Source: an optimization exercise on an open RTL-to-GDS flow (aim: small area, a short achievable clock period and few clock cycles per item). Production flows keep margins and buffers that such runs may drop.
The RTL was checked by simulation tests, not by an equivalence proof against the original design.
No activity file was given, so power comes from the tool's default toggle rates.

## exp/tundra
==> flow/design.v (excerpt) <==
module cobs_enc (
    input  wire       clk,
    input  wire       rst,           
    input  wire       in_valid,
    output wire       in_ready,
    input  wire [7:0] in_data,
    input  wire       in_last,       
    input  wire       in_empty,      
    input  wire       in_pre,        
    input  wire       in_cs,         
    output reg        out_valid,
    input  wire       out_ready,
    output reg  [7:0] out_data,
    output reg        out_last       
);
    localparam [7:0] SEED = 8'h55;
    localparam integer PD = 4;       
    localparam integer ED = 4;       
    reg  [7:0] mem [0:63];
    reg  [6:0] wp, wp1, rp;          
    wire       room1 = !(wp[6] != rp[6] && wp[5:0] == rp[5:0]);
    wire       room2 = room1 && !(wp1[6] != rp[6] && wp1[5:0] == rp[5:0]);
    reg        h_v, h_nz, h_last, h_empty, h_pre, h_cs;
    reg  [7:0] h_data;
    reg        s_v, s_nz, s_last, s_empty, s_pre, s_cs;
    reg  [7:0] s_data;
    assign in_ready = !s_v;
    wire accept = in_valid && !s_v;
    wire [12:0] in_beat = {in_data != 8'h00, in_last, in_empty, in_pre, in_cs, in_data};
    reg        in_frame;    
    reg        cs_cyc;      
    reg        fin;         
    reg        open;        
    reg  [6:0] osa;         
    reg  [5:0] n;
    reg  [1:0] k;
    reg        kn;          
    reg        k2;          
    reg  [7:0] crc;
    reg        crc_nz;
    reg        p_v;         
    reg  [5:0] p_a;
    reg  [7:0] p_d;
    reg  [PD-1:0] pf, pfv;           
  ...
For scale: roughly 1800 cells after synthesis, ~690 flip-flops, roughly 27 I/O pins.
make LEC_CHECK=0 CAP_MARGIN=20 CORE_MARGIN=2 CORE_UTILIZATION=40 CTS_BUF_LIST=sky130_fd_sc_hd__clkbuf_8 CTS_CLUSTER_SIZE=24 SETUP_SLACK_MARGIN=5 SLEW_MARGIN=20 finish   # period 8.0 ns
run.sh (not shown) runs the stock make flow with config.mk's settings and CLKGATE_MAP_FILE= SYNTH_SCRIPT=/design/flow/synth_recipe.tcl, a recipe that flattens the netlist after the stock synthesis.
In summary, exp/tundra completed successfully, with a layout that passed the timing, DRC and antenna checks.
Testbench counts of exp/tundra, summed over its fixed seeds: cycles 22,869, bytes 21,605.
[inputs] exp/yarrow vs exp/tundra
Settings: CTS_CLUSTER_SIZE now 20, was 24; CTS_CLUSTER_DIAMETER now 80, previously not set; CTS_BUF_LIST now sky130_fd_sc_hd__clkbuf_16, was sky130_fd_sc_hd__clkbuf_8; CORE_UTILIZATION now 50, was 40; SETUP_SLACK_MARGIN no longer set, was 5.
==> flow/flow/run.sh (new file) <==
#!/bin/bash
# Layout flow: the standard flow (standard.sh, unchanged synthesis) with
# a tighter setup target for the repair steps, resizing not held to the
# original cell footprint, and port buffers from a faster buffer cell.
set -euo pipefail
bash standard.sh \
    SETUP_SLACK_MARGIN=5.2 \
    MATCH_CELL_FOOTPRINT=0 \
    "BUFFER_PORTS_ARGS=-buffer_cell sky130_fd_sc_hd__buf_4" \
    finish > standard_flow.log 2>&1
==> flow/standard.sh (new file) <==
#!/bin/bash
# synth_recipe.tcl (not shown) runs the flow's synth.tcl, then flattens the netlist and writes it again
# the make line also repeats each setting of config.mk as NAME=value (left out here)
make -C /OpenROAD-flow-scripts/flow DESIGN_CONFIG=/design/flow/config.mk WORK_HOME=/design/flow/orfs CLKGATE_MAP_FILE= SYNTH_SCRIPT=/design/flow/synth_recipe.tcl "${@:-finish}"
removed: flow/run.sh
==> results.txt <==
- exp/yarrow: total setup buffers inserted after CTS higher than exp/tundra
- From exp/tundra to exp/yarrow the numbers moved as follows: post-cts repair resize count went down by 21, multi-input logic area shows an increase of 2.6%.
What exp/ember does differently from exp/yarrow at the input level:
Settings: changing CTS_BUF_LIST from sky130_fd_sc_hd__clkbuf_16 to sky130_fd_sc_hd__clkbuf_8; changing CTS_CLUSTER_SIZE from 20 to 24; removing CTS_CLUSTER_DIAMETER (formerly 80); changing CORE_UTILIZATION from 50 to 40.
Findings:
Number of fillers in the final layout is lower on exp/yarrow
Of exp/yarrow and exp/ember, the higher combinational cell fraction of total power belongs to exp/yarrow.
Comparing exp/yarrow and exp/ember, the higher fraction of cell area in non-clock buffers was measured on exp/ember.
Final area: exp/ember vs exp/yarrow up about 4%
Core util | exp/ember vs exp/yarrow | exp/ember lower
Total buffers and inverters traversed by the critical path down 1 in exp/ember wrt exp/yarrow
Compared with exp/yarrow, exp/ember shows a number of setup buffers added after CTS that is about 12% higher.
#### Input delta (exp/delta over exp/ember)
Settings: putting SETUP_SLACK_MARGIN at 5 where nothing was set; swapping 24 for 20 in CTS_CLUSTER_SIZE; putting CTS_CLUSTER_DIAMETER at 80 where nothing was set; swapping sky130_fd_sc_hd__clkbuf_8 for sky130_fd_sc_hd__clkbuf_16 in CTS_BUF_LIST.
==> flow/run.sh (new file) <==
#!/bin/bash
# synth_recipe.tcl (not shown) runs the flow's synth.tcl, then flattens the netlist and writes it again
# the make line also repeats each setting of config.mk as NAME=value (left out here)
make -C /OpenROAD-flow-scripts/flow DESIGN_CONFIG=/design/flow/config.mk WORK_HOME=/design/flow/orfs CLKGATE_MAP_FILE= SYNTH_SCRIPT=/design/flow/synth_recipe.tcl finish
removed: flow/flow/run.sh
removed: flow/standard.sh
Findings:
- exp/delta against exp/ember: global-route usage saw a decrease, total area of multi-input combinational cells saw a decrease, final cycle utilization of the critical path saw a decrease.
- Looking at first-pass GRT wire length across both flows, exp/delta is the stronger of the two, with exp/ember trailing.
- For total power, dividing the value from exp/ember by the value from exp/delta gives 1.11.
- Delta (exp/delta minus exp/ember): clock network latency to the later pin of the worst-skew pair fell 0.13 ns, register share of the cell area rose 2.8 points.
- Against exp/ember, clock-buffer cell count in exp/delta fell by more than half.

* * *

Another version of the RTL of cobs_enc (not shown whole).
For scale: about 1700 cells after synthesis, roughly 670 flip-flops, roughly 27 I/O pins, roughly 28000 µm² of cells after synthesis.
clock: 8.0 ns
lec_check: 0
cap_margin: 20
core_margin: 2
core_utilization: 60
cts_buf_list: sky130_fd_sc_hd__clkbuf_8
cts_cluster_size: 24
setup_slack_margin: 5
slew_margin: 20
Stock flow here: none of the scripts above is used.
Testbench counts at the start, summed over its fixed seeds: cycles 22,869, bytes 21,605.
Change:
--- a/flow/config.mk
+++ b/flow/config.mk
@@ -8,5 +8,5 @@
 export CAP_MARGIN = 20
 export CORE_MARGIN = 2
-export CORE_UTILIZATION = 60
+export CORE_UTILIZATION = 40
 export CTS_BUF_LIST = sky130_fd_sc_hd__clkbuf_8
 export CTS_CLUSTER_SIZE = 24
Cell area increases by 0.75%.
Cell count increases by 13%.
Setup slack is better by 45 ps.
Combinational power decreases by 5.3%.
Non-clock buffer count decreases by 3.
Critical path depth decreases by 3.
Die area increases by 49%.
Register-to-register slack is better by 50 ps.

-- separate check: timing with driven ports --
How much do the figures lean on ideal ports? The routed layouts below were timed once more, with nothing changed but the port constraints.
Step 1 sets driving cells, clkbuf_16 on the clock port and buf_2 on the other inputs (assumed; they add their load-dependent delay and slew).
Step 2 also shifts input and output timing later by t, the mid clock arrival at the registers, as if the neighbouring blocks saw the same clock.
a / b / c = ideal / step 1 / step 2; a / b = the first two.
run	shift t [ns]	slack for setup (ns)	worst hold slack (ns)	worst register clock-pin slew, ns
exp/tundra	0.784	5.010 / 4.946 / 4.269	0.509 / 0.509 / 0.509	0.07 / 0.07
exp/yarrow	0.647	5.107 / 5.107 / 4.810	0.514 / 0.514 / 0.514	0.09 / 0.09
exp/ember	0.760	5.023 / 4.969 / 4.817	0.503 / 0.503 / 0.503	0.07 / 0.07
exp/delta	0.655	5.039 / 4.972 / 4.440	0.506 / 0.506 / 0.506	0.09 / 0.09
the first run of note 2	0.727	4.982 / 4.982 / 4.342	0.482 / 0.482 / 0.482	0.07 / 0.07
the second run of note 2	0.766	5.027 / 5.012 / 4.297	0.462 / 0.462 / 0.462	0.07 / 0.07
After both steps setup and hold are still met in every run listed. For exp/tundra, which loses most, drivers alone change the setup slack by -0.064 ns; drivers and shift together by -0.741 ns.
